From an optimization exercise on the open Yosys and OpenROAD flow, aimed at small area; shortcuts taken in it are not production practice.
For this run, only the layout was checked, not whether the RTL still works.
Power figures rest on the tool's default switching activity, not on a simulated workload.

`run.sh`:
```
#!/bin/bash
# synth_recipe.tcl (not shown) runs the flow's synth.tcl, then flattens the netlist and writes it again
# the make line also repeats each setting of config.mk as NAME=value (left out here)
make -C /OpenROAD-flow-scripts/flow DESIGN_CONFIG=/design/flow/config.mk WORK_HOME=/design/flow/orfs CLKGATE_MAP_FILE= SYNTH_SCRIPT=/design/flow/synth_recipe.tcl finish
```
`config.mk`:
```
export PLATFORM = sky130hd
export DESIGN_NAME = hub75_engine
export DESIGN_NICKNAME = hub75_engine
export VERILOG_FILES = /design/flow/design.v
export SDC_FILE = /design/flow/constraint.sdc
export NUM_CORES = 4
export LEC_CHECK = 0
export CAP_MARGIN = 20
export CORE_MARGIN = 2
export CORE_UTILIZATION = 70
export CTS_BUF_LIST = sky130_fd_sc_hd__clkbuf_4 sky130_fd_sc_hd__clkbuf_8
export CTS_CLUSTER_SIZE = 20
export SLEW_MARGIN = 20
```
`constraint.sdc`:
```
create_clock -name core_clock -period 18.0 [get_ports {clk}]
set_input_delay 3.6000 -clock core_clock [delete_from_list [all_inputs] [get_ports {clk}]]
set_output_delay 3.6000 -clock core_clock [all_outputs]
set_load 0.01 [all_outputs]
```
`design.v`:
```
module hub75_engine #(
    parameter [31:0] FLICKER_BUDGET_TICKS = 32'd500000
) (
    input  wire        clk,
    input  wire        rst,           
    input  wire        cmd_valid,
    output wire        cmd_ready,
    input  wire [63:0] cmd_data,
    output reg         rsp_valid,
    output wire [63:0] rsp_data,
    input  wire        timeout,
    output wire        mem_rd_en,
    output wire        mem_rd_buf,
    output wire [24:0] mem_rd_addr,
    input  wire [5:0]  mem_rd_data,
    output reg  [5:0]  hub_data,
    output reg         hub_clk,
    output reg         hub_lat,
    output wire        hub_oe_n,
    output reg  [4:0]  hub_addr,
    output wire        irq_fault
);
    function integer bits_for(input [31:0] v);
        integer k;
        begin
            bits_for = 1;
            for (k = 1; k < 32; k = k + 1)
                if (v >= (32'd1 << k)) bits_for = k + 1;
        end
    endfunction
    localparam integer TW = bits_for(FLICKER_BUDGET_TICKS);
    function [31:0] rinc(input [31:0] a);
        integer k;
        reg c;
        begin
            c = 1'b1;
            for (k = 0; k < 32; k = k + 1) begin
                rinc[k] = a[k] ^ c;
                c = c & a[k];
            end
        end
    endfunction
    function [31:0] rdec(input [31:0] a);
        integer k;
        reg b;
        begin
            b = 1'b1;
            for (k = 0; k < 32; k = k + 1) begin
                rdec[k] = a[k] ^ b;
                b = b & ~a[k];
            end
        end
    endfunction
    localparam [1:0] ST_UNINIT  = 2'd0,
                     ST_READY   = 2'd1,
                     ST_RUNNING = 2'd2,
                     ST_STOPPED = 2'd3;
    localparam [2:0] S_OFF   = 3'd0,
                     S_FETCH = 3'd1,
                     S_SH0   = 3'd2,
                     S_LATCH = 3'd3,
                     S_HOLD  = 3'd4,
                     S_DONE  = 3'd5,
                     S_SH1   = 3'd6,
                     S_SH2   = 3'd7;
    localparam [7:0] OP_WRCFG  = 8'h01,
                     OP_RDREG  = 8'h02,
                     OP_INIT   = 8'h03,
                     OP_COMMIT = 8'h12,
                     OP_START  = 8'h20,
                     OP_STOP   = 8'h21;
    reg  [1:0]  st;
    reg         active;
    reg         pending;
    reg         stop_req;
    reg         retry_used;
    reg         fault;
    reg  [2:0]  sq;
    reg  [8:0]  cur;
    reg  [4:0]  n_row;
    reg  [3:0]  n_plane;
    reg  [24:0] addr;
    reg  [TW-1:0] cnt;
    reg  [31:0] cfg [0:6];
    reg  [7:0]  cfg_ok;           
    reg         act_v;
    reg  [5:0]  a_hrows;          
    reg  [15:0] a_cols;
    reg  [4:0]  a_depth;
    reg  [15:0] a_gam [0:2];
    reg  [TW-1:0] a_tick;
    reg  [31:0] fcnt;             
    reg         fc_inc;           
    reg  [11:0] finfo;            
    reg  [2:0]  r_stat;
    reg  [10:0] r_lo;
    reg  [2:0]  r_hi;
    reg  [1:0]  r_grp;            
    reg  [2:0]  r_idx;
    wire [2:0] ph = (sq == S_SH1 || sq == S_SH2) ? 3'd2 : sq;
    wire running  = (st == ST_RUNNING);
    wire        cmd_fire = cmd_valid & cmd_ready;
    wire [7:0]  op  = cmd_data[63:56];
    wire [7:0]  idx = cmd_data[55:48];
    wire        z55 = (cmd_data[55:0] == 56'd0);
    wire idx_cfg = (idx[7:3] == 5'd0) && (idx[2:0] != 3'd7);
    wire idx_act = (idx[7:3] == 5'd3) && (idx[2:0] != 3'd7);
    wire idx_sts = (idx[7:3] == 5'd2) && (!idx[2] || idx[1:0] == 2'd0);
    wire is_wrcfg  = (op == OP_WRCFG)  && (cmd_data[47:32] == 16'd0) && idx_cfg;
    wire is_rdreg  = (op == OP_RDREG)  && (cmd_data[47:0] == 48'd0) && (idx_cfg | idx_act | idx_sts);
    wire is_init   = (op == OP_INIT)   && z55;
    wire is_commit = (op == OP_COMMIT) && z55;
    wire is_start  = (op == OP_START)  && z55;
    wire is_stop   = (op == OP_STOP)   && z55;
    wire legal     = is_wrcfg | is_rdreg | is_init | is_commit | is_start | is_stop;
    wire state_ok = ((is_wrcfg | is_init) & ~running) |
                    is_rdreg |
                    (is_commit & (st != ST_UNINIT)) |
                    (is_start & ((st == ST_READY) | (st == ST_STOPPED))) |
                    (is_stop & running);
    wire [31:0] c_rows  = cfg[0];
    wire [31:0] c_cols  = cfg[1];
    wire [31:0] c_depth = cfg[2];
    wire [31:0] c_tick  = cfg[6];
    wire [31:0] wd = cmd_data[31:0];
    wire wz_31_19 = (wd[31:19] == 13'd0);
    wire wz_31_16 = wz_31_19 && (wd[18:16] == 3'd0);
    wire wz_31_7  = wz_31_16 && (wd[15:7] == 9'd0);
    wire wz_31_5  = wz_31_7  && (wd[6:5] == 2'd0);
    wire wnz_15_0 = (wd[15:0] != 16'd0);
    wire w_rows   = wz_31_7 && !wd[0] && (wd[6:1] != 6'd0) && (!wd[6] || wd[5:1] == 5'd0);
    wire w_16     = wz_31_16 && wnz_15_0;
    wire w_depth  = wz_31_5 && (wd[4:0] != 5'd0) && (!wd[4] || wd[3:0] == 4'd0);
    wire w_nz     = wnz_15_0 || !wz_31_16;
    reg  [7:0] w_ok;
    always @(*) begin
        w_ok = {wz_31_19, 7'd0};
        case (idx[2:0])
            3'd0: w_ok[0] = w_rows;
            3'd2: w_ok[0] = w_depth;
            3'd6: w_ok[0] = w_nz;
            default: w_ok[0] = w_16;
        endcase
    end
    wire ok1 = cfg_ok[0];
    wire ok2 = cfg_ok[1];
    wire ok3 = cfg_ok[2];
    wire ok4 = cfg_ok[3] & cfg_ok[4] & cfg_ok[5];
    wire ok5 = cfg_ok[6];
    function [TW-1:0] budget_div(input [5:0] h);
        reg [31:0] q;
        begin
            q = FLICKER_BUDGET_TICKS / {26'd0, h};
            budget_div = q[TW-1:0];
        end
    endfunction
    reg [TW-1:0] blim;
    integer j;
    always @(*) begin
        blim = budget_div(6'd32);
        for (j = 1; j < 32; j = j + 1)
            if (c_rows[5:1] == j) blim = budget_div(j);
    end
    wire [31:0]   c_dm1_w = rdec({28'd0, c_depth[3:0]});
    wire [3:0]    c_dm1 = c_dm1_w[3:0];
    wire [3:0]    sh_amt = running ? n_plane : c_dm1;
    wire [TW-1:0] sh_in  = running ? a_tick  : c_tick[TW-1:0];
    wire [2*TW-1:0] sh_full = {{TW{1'b0}}, sh_in} << sh_amt;
    wire [TW-1:0] sh_out = sh_full[TW-1:0];
    wire          sh_ovf = (sh_full[2*TW-1:TW] != 0);
    reg          c6_ge;
    reg          cy, ps, pc, x, y, z;
    integer      m;
    always @(*) begin
        cy = 1'b1;
        pc = 1'b0;
        for (m = 0; m <= TW + 1; m = m + 1) begin
            x  = (m < TW) ? blim[m]  : 1'b0;
            y  = (m < TW) ? sh_in[m] : 1'b0;
            z  = (m == 0) ? 1'b1 : (m <= TW) ? ~sh_out[m-1] : 1'b1;
            ps = x ^ y ^ z;
            if (m == TW + 1)
                c6_ge = ~(ps ^ pc ^ cy);
            {pc, cy} = {(x & y) | (x & z) | (y & z), (ps & pc) | (ps & cy) | (pc & cy)};
        end
    end
    wire ok6 = cfg_ok[7] && !sh_ovf && c6_ge;
    wire [2:0] init_err = !ok1 ? 3'd1 : !ok2 ? 3'd2 : !ok3 ? 3'd3 :
                          !ok4 ? 3'd4 : !ok5 ? 3'd5 : !ok6 ? 3'd6 : 3'd0;
    wire acc       = cmd_fire & legal & state_ok;
    wire do_wrcfg  = acc & is_wrcfg;
    wire do_init   = acc & is_init & (init_err == 3'd0);
    wire do_commit = acc & is_commit;
    wire do_start  = acc & is_start;
    wire do_stop   = acc & is_stop;
    assign cmd_ready = ~rst & ~rsp_valid & ~stop_req;
    assign irq_fault = fault;
    wire stop_req_m = stop_req | do_stop;
    wire pending_m  = pending | do_commit;
    wire in_flight  = (sq != S_OFF) && (sq != S_FETCH);
    wire tmo        = timeout & running & in_flight;
    wire adopt      = (sq == S_FETCH) & ~stop_req_m & (cur == 9'd0) & pending_m;
    wire cnt_last   = (cnt == {{(TW-1){1'b0}}, 1'b1});
    wire [31:0] row_p1   = rinc({27'd0, n_row});
    wire [31:0] plane_p1 = rinc({28'd0, n_plane});
    wire [31:0] cur_p1   = rinc({23'd0, cur});
    wire [31:0] addr_p1  = rinc({7'd0, addr});
    wire [31:0] cnt_m1   = rdec({{(32-TW){1'b0}}, cnt});
    wire [31:0] fcnt_p1  = rinc(fcnt);
    wire last_row   = (row_p1[5:0] == a_hrows);
    wire last_plane = (plane_p1[4:0] == a_depth);
    wire fetch_stop = (sq == S_FETCH) & stop_req_m;
    wire esc        = tmo & retry_used;
    wire [TW-1:0] hold_len = sh_out;
    assign mem_rd_en   = (sq == S_SH0);
    assign mem_rd_buf  = active;
    assign mem_rd_addr = addr;
    assign hub_oe_n    = ~(((sq == S_HOLD) & ~hub_lat) | (sq == S_DONE));
    integer i;
    genvar g;
    wire [31:0] cfg_wd = wd & {32{~rst}};
    wire [6:0]  cfg_we;
    generate
        for (g = 0; g < 7; g = g + 1) begin : g_cfg
            assign cfg_we[g] = rst | (do_wrcfg && idx[2:0] == g);
            always @(posedge clk)
                if (cfg_we[g])
                    cfg[g] <= cfg_wd;
        end
    endgenerate
    wire [7:0] ok_wd = w_ok & {8{~rst}};
    always @(posedge clk) begin
        for (i = 0; i < 7; i = i + 1)
            if (cfg_we[i])
                cfg_ok[i] <= ok_wd[0];
        if (cfg_we[6])
            cfg_ok[7] <= ok_wd[7];
    end
    always @(posedge clk) begin
        if (do_init) begin
            a_hrows  <= cfg[0][6:1];
            a_cols   <= cfg[1][15:0];
            a_depth  <= cfg[2][4:0];
            a_gam[0] <= cfg[3][15:0];
            a_gam[1] <= cfg[4][15:0];
            a_gam[2] <= cfg[5][15:0];
            a_tick   <= cfg[6][TW-1:0];
        end
    end
    always @(posedge clk) begin
        if (rst)
            act_v <= 1'b0;
        else if (do_init)
            act_v <= 1'b1;
    end
    always @(posedge clk) begin
        if (rst || do_init) begin
            fcnt   <= 32'd0;
            fc_inc <= 1'b0;
        end else begin
            if (fc_inc && fcnt != 32'hFFFFFFFF)
                fcnt <= fcnt_p1;
            fc_inc <= tmo;
        end
    end
    always @(posedge clk) begin
        r_stat <= 3'd0;
        r_lo   <= 11'd0;
        r_hi   <= 3'd0;
        r_grp  <= 2'd0;
        r_idx  <= idx[2:0];
        if (!legal) begin
            r_stat <= 3'd5;
        end else if (!state_ok) begin
            r_stat <= 3'd4;
            r_lo   <= {9'd0, st};
        end else if (is_rdreg) begin
            if (idx_cfg)
                r_grp <= 2'd1;
            else if (idx_act)
                r_grp <= act_v ? 2'd2 : 2'd0;
            else case (idx[2:0])
                3'd0: r_lo <= {ph, 2'b00, fault, retry_used, active, pending, st};
                3'd2: r_grp <= 2'd3;
                3'd3: begin r_lo <= {2'd0, finfo[8:0]}; r_hi <= finfo[11:9]; end
                3'd4: r_lo <= {2'd0, cur};
                default: ;
            endcase
        end else if (is_init && init_err != 3'd0) begin
            r_stat <= 3'd1;
            r_lo   <= {8'd0, init_err};
        end
        if ((esc && stop_req_m) || fetch_stop) begin
            r_stat <= esc ? 3'd3 : 3'd0;
            r_lo   <= 11'd0;
            r_hi   <= 3'd0;
            r_grp  <= 2'd0;
        end
    end
    wire [6:0] sel_c, sel_a;
    generate
        for (g = 0; g < 7; g = g + 1) begin : g_sel
            assign sel_c[g] = (r_grp == 2'd1) && (r_idx == g);
            assign sel_a[g] = (r_grp == 2'd2) && (r_idx == g);
        end
    endgenerate
    wire sel_f = (r_grp == 2'd3);
    wire [31:0] rd_static =
        ({32{sel_c[0]}} & cfg[0]) | ({32{sel_c[1]}} & cfg[1]) |
        ({32{sel_c[2]}} & cfg[2]) | ({32{sel_c[3]}} & cfg[3]) |
        ({32{sel_c[4]}} & cfg[4]) | ({32{sel_c[5]}} & cfg[5]) |
        ({32{sel_c[6]}} & cfg[6]) | ({32{sel_f}} & fcnt) |
        ({32{sel_a[0]}} & {25'd0, a_hrows, 1'b0}) |
        ({32{sel_a[1]}} & {16'd0, a_cols}) |
        ({32{sel_a[2]}} & {27'd0, a_depth}) |
        ({32{sel_a[3]}} & {16'd0, a_gam[0]}) |
        ({32{sel_a[4]}} & {16'd0, a_gam[1]}) |
        ({32{sel_a[5]}} & {16'd0, a_gam[2]}) |
        ({32{sel_a[6]}} & {{(32-TW){1'b0}}, a_tick});
    assign rsp_data = {5'd0, r_stat, 24'd0,
                       rd_static | {13'd0, r_hi, 5'd0, r_lo}};
    always @(posedge clk) begin
        if (rst) begin
            st          <= ST_UNINIT;
            active      <= 1'b0;
            pending     <= 1'b0;
            stop_req    <= 1'b0;
            retry_used  <= 1'b0;
            fault       <= 1'b0;
            cur         <= 9'd0;
            sq          <= S_OFF;
            finfo       <= 12'd0;
            n_row       <= 5'd0;
            n_plane     <= 4'd0;
            rsp_valid   <= 1'b0;
            hub_data    <= 6'd0;
            hub_clk     <= 1'b0;
            hub_lat     <= 1'b0;
            hub_addr    <= 5'd0;
        end else begin
            rsp_valid <= cmd_fire & ~do_stop;
            if (do_init) begin
                active      <= 1'b0;
                pending     <= 1'b0;
                cur         <= 9'd0;
                stop_req    <= 1'b0;
                retry_used  <= 1'b0;
                fault       <= 1'b0;
                finfo       <= 12'd0;
                st          <= ST_READY;
            end
            if (do_commit)
                pending <= 1'b1;
            if (do_start) begin
                fault      <= 1'b0;
                retry_used <= 1'b0;
                cur        <= 9'd0;
                n_row      <= 5'd0;
                n_plane    <= 4'd0;
                addr       <= 25'd0;
                st         <= ST_RUNNING;
                sq         <= S_FETCH;
            end
            if (do_stop)
                stop_req <= 1'b1;
            if (tmo) begin
                finfo    <= {ph, cur};
                hub_data <= 6'd0;
                hub_clk  <= 1'b0;
                hub_lat  <= 1'b0;
                if (!retry_used) begin
                    retry_used <= 1'b1;
                    cur        <= 9'd0;
                    n_row      <= 5'd0;
                    n_plane    <= 4'd0;
                    addr       <= 25'd0;
                    sq         <= S_FETCH;
                end else begin
                    fault <= 1'b1;
                    st    <= ST_STOPPED;
                    sq    <= S_OFF;
                    if (stop_req_m) begin
                        stop_req  <= 1'b0;
                        rsp_valid <= 1'b1;
                    end
                end
            end else begin
                case (sq)
                    S_FETCH: begin
                        if (stop_req_m) begin
                            stop_req  <= 1'b0;
                            st        <= ST_STOPPED;
                            sq        <= S_OFF;
                            rsp_valid <= 1'b1;
                        end else begin
                            if (adopt) begin
                                active  <= ~active;
                                pending <= 1'b0;
                            end
                            cnt <= a_cols;
                            sq  <= S_SH0;
                        end
                    end
                    S_SH0: begin
                        hub_clk <= 1'b0;
                        sq      <= S_SH1;
                    end
                    S_SH1: begin
                        hub_data <= mem_rd_data;
                        sq       <= S_SH2;
                    end
                    S_SH2: begin
                        hub_clk <= 1'b1;
                        addr    <= addr_p1[24:0];
                        cnt     <= cnt_m1[TW-1:0];
                        sq      <= cnt_last ? S_LATCH : S_SH0;
                    end
                    S_LATCH: begin
                        hub_data <= 6'd0;
                        hub_clk  <= 1'b0;
                        hub_addr <= n_row;
                        hub_lat  <= 1'b1;
                        cnt      <= hold_len;
                        sq       <= S_HOLD;
                    end
                    S_HOLD: begin
                        hub_lat <= 1'b0;
                        cnt     <= cnt_m1[TW-1:0];
                        if (cnt_last)
                            sq <= S_DONE;
                    end
                    S_DONE: begin
                        if (last_row && last_plane) begin
                            cur        <= 9'd0;
                            retry_used <= 1'b0;
                            n_row      <= 5'd0;
                            n_plane    <= 4'd0;
                            addr       <= 25'd0;
                        end else begin
                            cur <= cur_p1[8:0];
                            if (last_plane) begin
                                n_plane <= 4'd0;
                                n_row   <= row_p1[4:0];
                            end else begin
                                n_plane <= plane_p1[3:0];
                            end
                        end
                        sq <= S_FETCH;
                    end
                    default: ;
                endcase
            end
            if (do_init)
                sq <= S_OFF;
        end
    end
endmodule
```
==> summary.md <==
| Metric | Value |
|---|---|
| Clock buffer count from CTS | `75` |
| Worst-margin pin slew | `1140 ps` |
| Initial Util | `71.4%` |
| CTS resizes | `0` |
| RR Endpoint | `a_gam[2][11]` |
| Share of flip-flops with an asynchronous set or reset | `0%` |
| Ratio of cells with drive above 1 in the final layout | `9.98%` |
| CTS Buffer Depth | `3` |
| Synth-to-layout area growth | `14.2%` |
| Min cycle time layout | `8280 ps` |
| Top sig layer | `met4` |
| Mean Syn Cell Area | `~12 µm²` |
| First-pass GRT wire length | `117,000 µm` |
| Nets | `2,404` |
| Fill cell count | `1,822` |
| Die Width | `between 150 and 200 µm` |
| Met1 Routed Length | `26,900 µm` |
| Yosys reg bits | `480` |
| Synth unique cells | `90` |
| CTS Hold Bufs | `0` |
| Drt drc | `0` |
| All-Layer GR Usage | `between 40 and 50%` |
| Main combinational cell family by area after synthesis | `compound AO/OA/AOI/OAI gates` |
| TritonCTS clock tree | `done` |
| Antenna violations before repair | `1` |
| Cells after synthesis | `2,086` |
| CTS H-Tree Depth | `3` |
| Fin crit share | `46.0%` |
| Seq/Total Area, Yosys | `between 50 and 60%` |
| Reg-to-reg startpoint | `cfg[2][0]` |
| F_max | `0.121 GHz` |
| WS Path Type | `input port to primary output` |
| Wire length on met3 | `10,600 µm` |
| Hold Crit Class | `register to register` |
| Die Y | `189 µm` |
| I/O pins | `182` |
| Wire per inst | `28.8 µm` |
| Number of global-route vias before repair | `19.3k` |
| Largest net degree at the start of global routing | `73` |
| Synth Area in Compound Gates | `15.2%` |
| Leakage | `10.0 nW` |
| Synth Area in Adders | `6.30%` |
| Gr ovfl total | `0` |
| Commonest non-fill, non-tap cells in the layout | `edfxtp_1, clkdlybuf4s50_1, nand2_1` |
| I/O Buffers | `~150` |
| Post-route clock skew | `54.8 ps` |
| Worst skew pair latency | `~700 ps` |
| Final TNS setup | `0 ps` |
| Vias/cell | `7.29` |
| Initial DRT Pass Iterations | `10` |
| Most common cell after layout, fill and taps aside | `edfxtp_1` |
| Final hold viol count | `0` |
| Site Rows | `67` |
| Clock Sinks | `480` |
| Worst-path clk slew | `70 ps` |
| Core area | `33,700 µm²` |
| Worst Path Required | `14,400 ps` |
| Outcome | `no timing/DRC/antenna violations` |
| Vias | `approximately 20k` |
| Met2 WL | `35,800 µm` |
| Simple-gate share of the synthesized area | `12.7%` |
| Unrepaired setup endpoints after global routing | `no` |
| WHS Path Cells | `0` |
| Die area | `about 36,000 µm²` |
| Hold path start | `cfg[3][5]` |
| Final wirelength | `a little under 80,000 µm` |
| Post-synth top flop | `edfxtp_1` |
| Number of synthesized flops with an enable pin | `370` |
| PwrDens | `93.9 nW/µm²` |
| CP Capture Type | `primary output` |
| HPWL Detailed | `50,900 µm` |
| Relative slew slack | `23.7%` |
| Gpl congestion | `between 0.9 and 1` |
| Mux contribution to synthesized area | `5.86%` |
| Type of origin of the critical path | `input port` |
| CP arrival | `4680 ps` |
| R2R cell count | `18` |
| Fin. max-slew vios | `0` |
| Post-Synth XOR/XNOR Area | `less than 1%` |
| Hold EP | `a_gam[0][5]` |
| Max cap viols | `0` |
| Final core occ | `between 80% and 90%` |
| Setup bufs post-CTS | `0` |
| Worst ir drop on vdd | `0.0897 mV` |
| R2r setup slk | `10,380 ps` |
| CTS root buf | `clkbuf_8` |
| Post-route ant nets | `0` |
| Drt first-iter violations | `3,157` |
| Ys Warns | `3` |
| Post-Syn Area | `24,100 µm²` |
| Crit Path Max Fanout | `33` |
| Setup violators final | `0` |
[state kept, by name (all words and copies together) (netlist names), 12 cells and up]
register / cells
cnt: 19
a_tick: 19
finfo: 12
cfg: 224
a_cols: 16
fcnt: 32
addr: 25
a_gam: 48
[logic make-up after synthesis]
| family | count (synthesis) |
|---|---|
| and+or+nand+nor | 612 |
| AOI/OAI and AO/OA | 514 |
| DFF | 480 |
| buffers and inverters | 215 |
| muxes | 137 |
| adders and majority gates | 111 |
| xor gates and xnor gates | 16 |
| other | 1 |
[worst max-delay path, cell delays in order]
cell and delay [ps]:
buf_4 220, nor3_1 270, clkdlybuf4s50_1 580
[where the power goes]
group	total, mW	switching [mW]	internal (mW)
Clock	1.01	0.473	0.537
Sequential	1.28	0.0344	1.25
Combinational	0.291	0.184	0.107
Total	2.58	0.691	1.89
[stage by stage]
stage	instance area, µm²	std cells	setup WS (ps)	hold WS (ps)	power [mW]
finish	27500	2735	9720	432	2.58
global placement	25800	2593	9700	423	1.57
global route	27500	2732	9660	453	2.64
floorplan	24200	2114	6470	420	1.48
detailed placement	25800	2593	9630	434	1.58
CTS	27500	2732	9710	442	2.56
[final cells by class]
cell class	instances	area [µm²]	share of cell area (%)
antenna	3	7.51	0.0273
clock buffer	107	1310	4.77
clock inverter	32	310	1.13
inverter	60	225	0.819
multi-input combinational	1419	9980	36.3
sequential	480	13300	48.4
tap	448	561	2.04
timing repair buffer	186	1770	6.45
[synth_stat cells, drive strengths merged, types with 13 or more instances]
cell type / instances / area (µm²)
a221oi: 39 / 348
a221o: 13 / 130
o211ai: 14 / 105
a22oi: 54 / 405
nor4: 22 / 159
fa: 18 / 360
edfxtp: 370 / 11100
clkbuf: 91 / 342
o32ai: 16 / 140
a21oi: 114 / 574
nand4: 32 / 206
a222oi: 20 / 200
o22ai: 22 / 138
a22o: 45 / 394
inv: 59 / 221
nand3: 72 / 360
o21ai: 81 / 409
mux2: 18 / 203
nand2: 150 / 563
dfxtp: 110 / 2200
nor2b: 44 / 275
mux2i: 118 / 1180
nor2: 124 / 468
nor3: 94 / 495
a211oi: 15 / 113
buf: 64 / 390
ha: 90 / 1130
[per-layer routing]
| metal | up-vias | GRT usage (%) |
|---|---|---|
| met5 | - | 0 |
| met2 | 1781 | 68.3 |
| met3 | 410 | 12.3 |
| li1 | 8313 | - |
| met4 | 0 | 26.2 |
| met1 | 9445 | 55.0 |
[worst max path at each step]
stage	start	endpoint	slack, ps	depth (start not counted)
floorplan	cmd_data[2]	a_cols[0]	6470	8
global placement	cmd_data[22]	a_gam[1][7]	9700	11
detailed placement	cmd_data[3]	a_gam[2][11]	9630	11
CTS	rst	cmd_ready	9710	3
global route	rst	cmd_ready	9660	3
finish	rst	cmd_ready	9720	3

## port drivers added, routing unchanged
Ports are ideal in the flow. The routed layout listed here was re-timed in OpenROAD.
Step 1 assumes that a clkbuf_16 drives the clock port and a buf_2 every other input.
Step 2 also shifts input and output timing later by t, the mid clock arrival at the registers, as if the neighbouring blocks saw the same clock.
Slacks: no drivers / after step 1 / after step 2; pairs: no drivers / after step 1.
shift t [ns]: 0.724
setup slack, ns: 9.723 / 9.699 / 9.429
worst data-port slew with drivers (ns): 0.14
pins driven straight from the clock port: 1
After both steps this run still meets setup and hold. The setup slack of this run moves by -0.024 ns with the drivers and by -0.294 ns with both steps.
